This is an optimization exercise on Yosys and OpenROAD, whose aim is small area, a short achievable clock period and few clock cycles, not a production implementation.
Function was checked by simulation only, so behaviour that the tests miss may differ from the original.
No activity file was given, so power comes from the tool's default toggle rates.

File: flow/run.sh
#!/bin/bash
# synth_recipe.tcl (not shown) runs the flow's synth.tcl, then flattens the netlist and writes it again
# the make line also repeats each setting of config.mk as NAME=value (left out here)
make -C /OpenROAD-flow-scripts/flow DESIGN_CONFIG=/design/flow/config.mk WORK_HOME=/design/flow/orfs CLKGATE_MAP_FILE= SYNTH_SCRIPT=/design/flow/synth_recipe.tcl finish
File: flow/constraint.sdc
create_clock -name core_clock -period 24.0 [get_ports {clk}]
set_input_delay 4.8000 -clock core_clock [delete_from_list [all_inputs] [get_ports {clk}]]
set_output_delay 4.8000 -clock core_clock [all_outputs]
set_load 0.01 [all_outputs]
File: flow/config.mk
export PLATFORM = sky130hd
export DESIGN_NAME = drumseq_engine
export DESIGN_NICKNAME = drumseq_engine
export VERILOG_FILES = /design/flow/design.v
export SDC_FILE = /design/flow/constraint.sdc
export NUM_CORES = 4
export LEC_CHECK = 0
export CAP_MARGIN = 20
export CORE_MARGIN = 2
export CORE_UTILIZATION = 25
export SLEW_MARGIN = 20
File: flow/design.v
module drumseq_engine (
    input  wire        clk,
    input  wire        rst,           
    input  wire        cmd_valid,
    output wire        cmd_ready,
    input  wire [31:0] cmd,
    output reg         rsp_valid,
    output reg         rsp_fault,
    output reg  [31:0] rsp_data,
    input  wire [15:0] now,
    input  wire        pbuf_we,
    input  wire [5:0]  pbuf_addr,
    input  wire [7:0]  pbuf_wdata,
    output wire [7:0]  pbuf_rdata,
    output reg         sdata,
    output reg         sclk,
    output reg         latch,
    output reg         oe
);
    localparam NV        = 8;
    localparam SPACE     = 64;
    localparam RS0       = 0;
    localparam RE0       = 16;
    localparam OBITS     = 32;
    localparam CHIPS     = 4;
    localparam SPB       = 4;
    localparam BPM0      = 120;
    localparam TICK_BITS = 16;
    localparam BUF_LEN   = 64;
    localparam BS_BYTES  = 47;       
    localparam DWELL     = 8;        
    localparam [7:0] C_INDEX   = 8'd1;
    localparam [7:0] C_BUFFER  = 8'd2;
    localparam [7:0] C_VOICE   = 8'd3;
    localparam [7:0] C_ILLEGAL = 8'd4;
    localparam [7:0] C_PROTO   = 8'd5;
    localparam [7:0] C_REGIDX  = 8'd6;
    function [16:0] voice_n(input [2:0] v);
        case (v)
            3'd0: voice_n = 17'd64;
            3'd1: voice_n = 17'd64;
            3'd2: voice_n = 17'd64;
            3'd3: voice_n = 17'd64;
            3'd4: voice_n = 17'd48;
            3'd5: voice_n = 17'd32;
            3'd6: voice_n = 17'd24;
            default: voice_n = 17'd13;
        endcase
    endfunction
    function [3:0] voice_l(input [2:0] v);
        case (v)
            3'd0: voice_l = 4'd8;
            3'd1: voice_l = 4'd8;
            3'd2: voice_l = 4'd8;
            3'd3: voice_l = 4'd8;
            3'd4: voice_l = 4'd6;
            3'd5: voice_l = 4'd4;
            3'd6: voice_l = 4'd3;
            default: voice_l = 4'd2;
        endcase
    endfunction
    function [5:0] voice_base(input [2:0] v);
        case (v)
            3'd0: voice_base = 6'd0;
            3'd1: voice_base = 6'd8;
            3'd2: voice_base = 6'd16;
            3'd3: voice_base = 6'd24;
            3'd4: voice_base = 6'd32;
            3'd5: voice_base = 6'd38;
            3'd6: voice_base = 6'd42;
            default: voice_base = 6'd45;
        endcase
    endfunction
    reg  [7:0]  bs   [0:BS_BYTES-1];    
    reg  [7:0]  pbuf [0:BUF_LEN-1];     
    reg  [OBITS-1:0] ob;                
    reg  signed [7:0] current;          
    reg  [5:0]  range_start;
    reg  [5:0]  range_end;
    reg         direction;              
    reg  [8:0]  bpm;
    reg  [12:0] step_dur;
    reg  [15:0] last;
    reg         cfg_mode;
    reg  [7:0]  err_cause;
    reg  [31:0] err_cmd;
    localparam S_IDLE  = 3'd0;
    localparam S_EXEC  = 3'd1;
    localparam S_COPY  = 3'd2;
    localparam S_SHIFT = 3'd3;
    localparam S_LATCH = 3'd4;
    localparam S_HS    = 3'd5;
    reg  [2:0]  state;
    reg  [31:0] cmd_r;
    reg  [3:0]  copy_k;         
    reg  [5:0]  sh_bit;         
    reg  [1:0]  sh_phase;       
    reg         sh_cfg;         
    reg  [3:0]  dwell_cnt;
    reg  [2:0]  hs_step;        
    reg  [1:0]  hs_phase;       
    assign cmd_ready  = (state == S_IDLE);
    assign pbuf_rdata = pbuf[pbuf_addr];
    wire [7:0]  op   = cmd_r[31:24];
    wire [7:0]  va   = cmd_r[23:16];
    wire [15:0] imm  = cmd_r[15:0];
    wire        bflag = cmd_r[24];
    wire is_rdsr  = (cmd_r[31:16] == 16'h0100);
    wire is_bget  = (op == 8'h10);
    wire is_btgl  = (op == 8'h11);
    wire is_bset  = (op[7:1] == 7'b0001001);
    wire is_bsave = (op == 8'h14);
    wire is_bload = (op == 8'h15);
    wire is_adv   = (cmd_r == 32'h2000_0000);
    wire is_rev   = (cmd_r == 32'h2100_0000);
    wire is_prst  = (cmd_r == 32'h2200_0000);
    wire is_rsadj = (op == 8'h23) && (va == 8'd0);
    wire is_rladj = (op == 8'h24) && (va == 8'd0);
    wire is_oget  = (op == 8'h30) && (va == 8'd0);
    wire is_oset  = (op[7:1] == 7'b0011001) && (va == 8'd0);
    wire is_flush = (cmd_r == 32'h3400_0000);
    wire is_cfgm  = (op[7:1] == 7'b0011011) && (cmd_r[23:0] == 24'd0);
    wire is_wrcfg = (op == 8'h38) && (cmd_r[23:8] == 16'd0);
    wire is_tset  = (op == 8'h40) && (va == 8'd0);
    wire is_tadj  = (op == 8'h41) && (va == 8'd0);
    wire is_tick  = (cmd_r == 32'h4200_0000);
    wire is_tsync = (cmd_r == 32'h4300_0000);
    wire is_voice_op = is_bget | is_btgl | is_bset | is_bsave | is_bload;
    wire legal = is_rdsr | is_voice_op | is_adv | is_rev | is_prst |
                 is_rsadj | is_rladj | is_oget | is_oset | is_flush |
                 is_cfgm | is_wrcfg | is_tset | is_tadj | is_tick | is_tsync;
    wire [2:0]  v       = va[2:0];
    wire        voice_ok = (va < NV);
    wire [16:0] n_v     = voice_n(v);
    wire [3:0]  l_v     = voice_l(v);
    wire [5:0]  base_v  = voice_base(v);
    wire        bit_ok  = ({1'b0, imm} < n_v);
    wire        buf_ok  = ({1'b0, imm} + {13'd0, l_v} <= BUF_LEN);
    wire [5:0]  bit_byte = base_v + imm[8:3];
    wire [7:0]  bit_mask = 8'd1 << imm[2:0];
    wire        bit_val  = bs[bit_byte][imm[2:0]];
    reg         reg_ok;
    reg  [31:0] reg_val;
    always @(*) begin
        reg_ok  = 1'b1;
        reg_val = 32'd0;
        case (imm)
            16'h0000: reg_val = {{24{current[7]}}, current};
            16'h0001: reg_val = {26'd0, range_start};
            16'h0002: reg_val = {26'd0, range_end};
            16'h0003: reg_val = {31'd0, direction};
            16'h0004: reg_val = {23'd0, bpm};
            16'h0005: reg_val = {19'd0, step_dur};
            16'h0006: reg_val = {16'd0, last};
            16'h0007: reg_val = {24'd0, err_cause};
            16'h0008: reg_val = err_cmd;
            16'h0009: reg_val = {27'd0, cfg_mode, oe, latch, sclk, sdata};
            16'h0010: reg_val = NV;
            16'h0011: reg_val = SPACE;
            16'h0012: reg_val = CHIPS;
            16'h0013: reg_val = SPB;
            16'h0014: reg_val = BUF_LEN;
            16'h0015: reg_val = TICK_BITS;
            16'h0100, 16'h0101, 16'h0102, 16'h0103,
            16'h0104, 16'h0105, 16'h0106, 16'h0107:
                      reg_val = {15'd0, voice_n(imm[2:0])};
            default:  reg_ok = 1'b0;
        endcase
    end
    reg [7:0] fault;
    always @(*) begin
        if (!legal)
            fault = C_ILLEGAL;
        else if (is_voice_op && !voice_ok)
            fault = C_VOICE;
        else if ((is_bget | is_btgl | is_bset) && !bit_ok)
            fault = C_INDEX;
        else if ((is_bsave | is_bload) && !buf_ok)
            fault = C_BUFFER;
        else if ((is_flush && cfg_mode) || (is_wrcfg && !cfg_mode))
            fault = C_PROTO;
        else if (is_rdsr && !reg_ok)
            fault = C_REGIDX;
        else
            fault = 8'd0;
    end
    wire signed [15:0] delta  = imm;
    wire signed [8:0]  lo     = {3'd0, range_start};
    wire signed [8:0]  hi     = {3'd0, range_end} - 9'sd1;
    wire signed [8:0]  cur9   = {current[7], current};
    wire signed [8:0]  c_fwd  = cur9 + 9'sd1;
    wire signed [8:0]  c_bwd  = cur9 - 9'sd1;
    wire signed [8:0]  adv_next =
        (direction == 1'b0) ? (((c_fwd > hi) || (c_fwd < lo)) ? lo : c_fwd)
                            : (((c_bwd < lo) || (c_bwd > hi)) ? hi : c_bwd);
    wire signed [17:0] rs_min = -$signed({12'd0, range_start});
    wire signed [17:0] rs_max = $signed(18'd63) - $signed({12'd0, range_end});
    wire signed [17:0] d18    = {{2{delta[15]}}, delta};
    wire signed [17:0] rs_d   = (d18 < rs_min) ? rs_min :
                                (d18 > rs_max) ? rs_max : d18;
    wire signed [17:0] re_sum = $signed({12'd0, range_end}) + d18;
    wire signed [17:0] re_lo  = $signed({12'd0, range_start});
    wire signed [17:0] re_new = (re_sum < re_lo) ? re_lo :
                                (re_sum > 18'sd63) ? 18'sd63 : re_sum;
    wire signed [17:0] bpm_sum = $signed({9'd0, bpm}) + d18;
    wire [8:0] bpm_tset = (imm < 16'd10) ? 9'd10 :
                          (imm > 16'd400) ? 9'd400 : imm[8:0];
    wire [8:0] bpm_tadj = (bpm_sum < 18'sd10) ? 9'd10 :
                          (bpm_sum > 18'sd400) ? 9'd400 : bpm_sum[8:0];
    wire [8:0]  bpm_new  = is_tset ? bpm_tset : bpm_tadj;
    wire [15:0] ms_per_beat = 16'd60000 / {7'd0, bpm_new};
    wire [15:0] dur_full = ms_per_beat / SPB;
    wire [12:0] dur_new  = dur_full[12:0];
    wire [15:0] elapsed  = now - last;
    wire        step_el  = (elapsed >= {3'd0, step_dur});
    wire [15:0] over     = elapsed - {3'd0, step_dur};
    wire [15:0] last_new = now - {1'b0, over[15:1]};
    wire hs_b  = cmd_r[24];
    wire hs_oe = (hs_step == 3'd1);
    wire hs_le = hs_b && (hs_step == 3'd3);
    wire sh_data = sh_cfg ? cmd_r[{2'd0, sh_bit[2:0]}] : ob[sh_bit[4:0]];
    integer j;
    always @(posedge clk) begin
        rsp_valid <= 1'b0;
        if (rst) begin
            for (j = 0; j < BS_BYTES; j = j + 1) bs[j] <= 8'd0;
            for (j = 0; j < BUF_LEN; j = j + 1) pbuf[j] <= 8'd0;
            ob          <= {OBITS{1'b0}};
            current     <= RS0;
            range_start <= RS0;
            range_end   <= RE0;
            direction   <= 1'b0;
            bpm         <= BPM0;
            step_dur    <= 13'd125;     
            last        <= 16'd0;
            cfg_mode    <= 1'b0;
            err_cause   <= 8'd0;
            err_cmd     <= 32'd0;
            sdata       <= 1'b0;
            sclk        <= 1'b0;
            latch       <= 1'b0;
            oe          <= 1'b1;
            state       <= S_IDLE;
            cmd_r       <= 32'd0;
            copy_k      <= 4'd0;
            sh_bit      <= 6'd0;
            sh_phase    <= 2'd0;
            sh_cfg      <= 1'b0;
            dwell_cnt   <= 4'd0;
            hs_step     <= 3'd0;
            hs_phase    <= 2'd0;
            rsp_fault   <= 1'b0;
            rsp_data    <= 32'd0;
        end else begin
            if (pbuf_we)
                pbuf[pbuf_addr] <= pbuf_wdata;
            case (state)
            S_IDLE: begin
                if (cmd_valid) begin
                    cmd_r <= cmd;
                    state <= S_EXEC;
                end
            end
            S_EXEC: begin
                rsp_fault <= 1'b0;
                rsp_data  <= 32'd0;
                if (fault != 8'd0) begin
                    err_cause <= fault;
                    err_cmd   <= cmd_r;
                    rsp_fault <= 1'b1;
                    rsp_data  <= {24'd0, fault};
                    rsp_valid <= 1'b1;
                    state     <= S_IDLE;
                end else if (is_bsave || is_bload) begin
                    copy_k <= 4'd0;
                    state  <= S_COPY;
                end else if (is_flush || is_wrcfg) begin
                    sh_cfg   <= is_wrcfg;
                    sh_bit   <= 6'd0;
                    sh_phase <= 2'd0;
                    state    <= S_SHIFT;
                end else if (is_cfgm) begin
                    hs_step  <= 3'd0;
                    hs_phase <= 2'd0;
                    state    <= S_HS;
                end else begin
                    rsp_valid <= 1'b1;
                    state     <= S_IDLE;
                    if (is_rdsr)
                        rsp_data <= reg_val;
                    if (is_bget)
                        rsp_data <= {31'd0, bit_val};
                    if (is_bset)
                        bs[bit_byte] <= bflag ? (bs[bit_byte] | bit_mask)
                                              : (bs[bit_byte] & ~bit_mask);
                    if (is_btgl)
                        bs[bit_byte] <= bs[bit_byte] ^ bit_mask;
                    if (is_adv) begin
                        current  <= adv_next[7:0];
                        rsp_data <= {{23{adv_next[8]}}, adv_next};
                    end
                    if (is_rev)
                        direction <= ~direction;
                    if (is_prst)
                        current <= {2'd0, range_start};
                    if (is_rsadj) begin
                        range_start <= range_start + rs_d[5:0];
                        range_end   <= range_end + rs_d[5:0];
                    end
                    if (is_rladj)
                        range_end <= re_new[5:0];
                    if (is_oget)
                        rsp_data <= {31'd0, (imm < OBITS) ? ob[imm[4:0]] : 1'b0};
                    if (is_oset && (imm < OBITS))
                        ob[imm[4:0]] <= bflag;
                    if (is_tset || is_tadj) begin
                        bpm      <= bpm_new;
                        step_dur <= dur_new;
                    end
                    if (is_tick) begin
                        rsp_data <= {31'd0, step_el};
                        if (step_el)
                            last <= last_new;
                    end
                    if (is_tsync)
                        last <= now;
                end
            end
            S_COPY: begin
                if (is_bsave)
                    pbuf[imm[5:0] + {2'd0, copy_k}] <= bs[base_v + {2'd0, copy_k}];
                else
                    bs[base_v + {2'd0, copy_k}] <= pbuf[imm[5:0] + {2'd0, copy_k}];
                copy_k <= copy_k + 4'd1;
                if (copy_k == l_v - 4'd1) begin
                    rsp_valid <= 1'b1;
                    state     <= S_IDLE;
                end
            end
            S_SHIFT: begin
                case (sh_phase)
                    2'd0: begin
                        sdata    <= sh_data;
                        sh_phase <= 2'd1;
                    end
                    2'd1: begin
                        sclk     <= 1'b1;
                        sh_phase <= 2'd2;
                    end
                    default: begin
                        sclk     <= 1'b0;
                        sh_phase <= 2'd0;
                        sh_bit   <= sh_bit + 6'd1;
                        if (sh_bit == OBITS - 1) begin
                            dwell_cnt <= 4'd0;
                            state     <= S_LATCH;
                        end
                    end
                endcase
            end
            S_LATCH: begin
                if (!latch) begin
                    latch     <= 1'b1;
                    dwell_cnt <= 4'd0;
                end else if (dwell_cnt == DWELL - 1) begin
                    latch     <= 1'b0;
                    rsp_valid <= 1'b1;
                    state     <= S_IDLE;
                end else begin
                    dwell_cnt <= dwell_cnt + 4'd1;
                end
            end
            S_HS: begin
                case (hs_phase)
                    2'd0: oe    <= hs_oe;
                    2'd1: latch <= hs_le;
                    2'd2: sclk  <= 1'b1;
                    default: sclk <= 1'b0;
                endcase
                hs_phase <= hs_phase + 2'd1;
                if (hs_phase == 2'd3) begin
                    hs_step <= hs_step + 3'd1;
                    if (hs_step == 3'd4) begin
                        cfg_mode  <= hs_b;
                        rsp_valid <= 1'b1;
                        state     <= S_IDLE;
                    end
                end
            end
            default: state <= S_IDLE;
            endcase
        end
    end
endmodule
==> summary.txt <==
Power
  • Max VDD drop: 824 uV
  • Static leakage: 0.0286 uW
  • Pwr Density: about 140 nW/um^2

Clocking
  • CTS Sinks: about 1200
  • H-tree Lvls: 4
  • Hold_buf cts: 0
  • CTS root buf: clkbuf_16
  • CTS clk-pin slew, worst paths: 60 ps
  • CTS tree: yes
  • Clk latency of the worst-skew pair: roughly 860 ps
  • CTS Buf Count: 142
  • CTS Buffer Depth: 3

Timing
  • Worst slew pin tran: 1350 ps
  • Max-slew violations: 0
  • Final Hold Viols: 0
  • FMAX: 0.0439 GHz
  • Rel. slew slack: 0.0921
  • Final Setup Violations: 0
  • Max Clock Skew: 90.5 ps
  • Final period util: 0.950
  • Fin crit period: 22800 ps
  • TNS Setup: 0 ps

Logic synthesis
  • Post-Synthesis Cells: 7546
  • Post-synthesis average cell area: 10.3 um^2
  • Adder-cell share of the synthesized area: 0.0408
  • Netlist cell types: slightly above 100
  • Synthesized-area fraction occupied by xor and xnor cells: 0.0157
  • #FFs+latches synth: 1246
  • Register area share after synthesis: 0.454
  • Largest family of logic cells by synthesized area: compound AO/OA/AOI/OAI gates
  • Simple-Gate Fraction of Synth Area: 0.146
  • Async SR Flop Fraction: 0
  • EDFF count, synth: about 1000
  • Ys flop type: edfxtp_1
  • Synth Area in Compound Gates: 0.155
  • Syn. warnings: 1
  • Synthesized area: just under 80000 um^2
  • Post-synthesis mux area share: 0.152

Detailed routing
  • DRT Wirelength: 294000 um
  • DR pass1 iterations: 9
  • WL/cell: ~25 um
  • Vias/cell: approximately 5.7
  • Remaining antenna violation count after routing: 0
  • Post-route DRC violation count: 0
  • Initial DRC Count: 9003
  • Via Count: 66000

Setup path
  • CP most frequent cell: ha_1
  • CP Max Fanout: 12
  • Critical path endpoint category: flop
  • Worst path max stage delay: 610 ps
  • CP arrival: 23550 ps
  • Slowest-stage cell, CP: or4b_4
  • WP data required: 24750 ps
  • Crit start category: flop
  • Crit path kind: flop to flop

Placed design
  • Placer Congestion: between 0.9 and 1
  • Inst Count DP: 11400
  • I/O Buffers: 112
  • Dpl hpwl: slightly below 200000 um

Final layout
  • Layout area overhead: 13.9%
  • Share of layout cells above drive strength 1: 0.123
  • Final Core Density: 0.286
  • Filler cells: 31800
  • Non-Filler Instances: ~12000
  • Final Net Count: 7702

GRT
  • GR peak layer: met2
  • M3 GR Usage: 0.0363
  • Initial antenna violation count: 11
  • Vias in the first global route: 62800
  • GR Util met2: 0.282
  • GR Util All Layers: 0.179
  • GR Util met1: 0.234
  • Largest net degree at the start of global routing: 131
  • First-pass GRT wire length: 428000 um
  • Gr ovfl total: 0

Worst hold path
  • Hold WC Path Type: flop to flop

Floorplanning
  • Placeable Area: 309000 um^2
  • DIE AREA: 315000 um^2
  • Die width: 561 um
  • Rows: 204
  • Initial Util: 0.251
  • Height of the die: 561 um
  • Io pins: 113

Job
  • Max_cap viols: 0

Outcome
  • Status: complete, no violations
power by group:
part / internal (uW) / switching (uW)
Clock: 1260 / 985
Combinational: 3420 / 4260
Sequential: 2430 / 63.5
per-layer routing:
| layer | vias up | part of all wire |
|---|---|---|
| met2 | 4443 | 0.45 |
| met3 | 819 | 0.11 |
| met4 | 8 | 0.054 |
| met1 | 32300 | 0.39 |
| met5 | - | 0.00016 |
| li1 | 28400 | - |
cell usage in the layout, fill, tap and decap left out, types with 41 or more instances in the layout:
| cell type | synthesis | routed |
|---|---|---|
| edfxtp_1 | 1024 | 1024 |
| nor2_1 | 949 | 929 |
| o21ai_0 | 719 | 713 |
| nand3_1 | 579 | 579 |
| nand2_1 | 481 | 478 |
| mux2i_1 | 351 | 350 |
| mux4_2 | 344 | 344 |
| a21oi_1 | 276 | 259 |
| ha_1 | 235 | 232 |
| dfxtp_1 | 222 | 218 |
| a22oi_1 | 192 | 192 |
| buf_4 | 1 | 181 |
| inv_1 | 156 | 156 |
| clkbuf_16 | 0 | 142 |
| o22ai_1 | 141 | 140 |
| nor3_1 | 118 | 113 |
| clkdlybuf4s50_1 | 0 | 103 |
| a31oi_1 | 96 | 91 |
| xnor2_1 | 95 | 88 |
| nand2b_1 | 90 | 86 |
| a221oi_1 | 72 | 72 |
| a211oi_1 | 67 | 66 |
| a22o_1 | 64 | 64 |
| a21o_1 | 61 | 61 |
| xor2_1 | 44 | 42 |
| or3_1 | 43 | 42 |
| nor2b_1 | 41 | 41 |
cell type report:
type	instances	area [um^2]	area share
Clock buffer	172	3700	0.0418
Inverter	160	601	0.00680
Tap cell	4120	5150	0.0583
Timing Repair Buffer	299	2540	0.0287
Sequential cell	1246	35200	0.398
Antenna cell	5	12.5	0.000142
Multi-Input combinational cell	5541	40100	0.454
Clock inverter	85	1070	0.0121
critical path, delay by kind of cell (launching register included):
family	cells	cell delay, ps
AO/OA/AOI/OAI	46	8810
AND/OR/NAND/NOR	30	6170
adder cells (fa/ha/maj)	13	4290
multiplexers	5	1570
buffers and inverters	11	1510
flip-flops	1	330
per-stage QoR:
| step | setup slack (ps) | hold slack [ps] | total power (uW) | area, um^2 |
|---|---|---|---|---|
| global placement | 279 | 445 | 9780 | 83300 |
| global route | -170 | 472 | 13300 | 88300 |
| floorplan | 966 | 436 | 8230 | 77500 |
| finish | 1200 | 456 | 12400 | 88300 |
| CTS | 19.5 | 456 | 12100 | 88100 |
| detailed placement | 112 | 447 | 9810 | 83300 |
cell usage after synthesis, drive strengths merged, types with 141 or more instances:
| cell type | count | area [um^2] |
|---|---|---|
| edfxtp | 1024 | 30700 |
| nor2 | 950 | 3570 |
| o21ai | 727 | 3640 |
| nand3 | 579 | 2900 |
| clkbuf | 510 | 1910 |
| nand2 | 481 | 1810 |
| mux2i | 351 | 3510 |
| mux4 | 344 | 7750 |
| a21oi | 278 | 1400 |
| ha | 235 | 2940 |
| dfxtp | 222 | 4440 |
| a22oi | 192 | 1440 |
| inv | 157 | 589 |
| o22ai | 141 | 882 |
state kept, by name, indices dropped and copies added (netlist names), 6 cells and up:
register,cells
bpm,9
last,16
rsp_data,32
range_start,6
cmd_r,32
range_end,6
sh_bit,6
ob,32
pbuf,512
current,8
err_cmd,32
bs,512
step_dur,13
what timing repair did:
action / CTS / global route
buffers inserted: 0 / 13
resized for setup: 0 / 34
endpoints found under the setup margin: 0 / 2
cells by family after synthesis:
| group | count (synthesis) |
|---|---|
| compound gates | 1916 |
| xor+xnor | 139 |
| fa+ha+maj | 246 |
| buf+inv | 761 |
| flops | 1246 |
| mux | 738 |
| other cells | 1 |
| simple gates | 2499 |
final timing paths:
path                             startpoint           to  slack, ps  depth (start not counted)
worst max-delay path                 bpm[0]  step_dur[0]       1200                        105
worst max register to register       bpm[0]  step_dur[0]       1200                        105
worst min register to register  rsp_data[8]  rsp_data[8]        460                          2
worst min-delay path            rsp_data[8]  rsp_data[8]        460                          2
Testbench counts, summed over its fixed seeds: cycles 61,854.

[re-timing with driven ports]
Ports are ideal in the flow. The routed layout listed here was re-timed in OpenROAD. Step 1 (the two cells are an assumption about what drives the block):
set clk [get_ports {clk}]
set_driving_cell -lib_cell sky130_fd_sc_hd__clkbuf_16 $clk
set_driving_cell -lib_cell sky130_fd_sc_hd__buf_2 [delete_from_list [all_inputs] $clk]
Step 2 moves the port delays by t, midway between the first and last clock arrival at a register: inputs arrive t later, outputs are due t later. That takes back most of the time a late clock gives input paths. a / b / c = ideal / step 1 / step 2; a / b = the first two.
t (ns): 0.903
setup slack, ns: 1.199 / 1.199 / 1.199
worst setup path after step 2: register to register
After both steps setup and hold are still met in this run. The setup slack of this run moves by 0.000 ns with the drivers and by 0.000 ns with both steps.
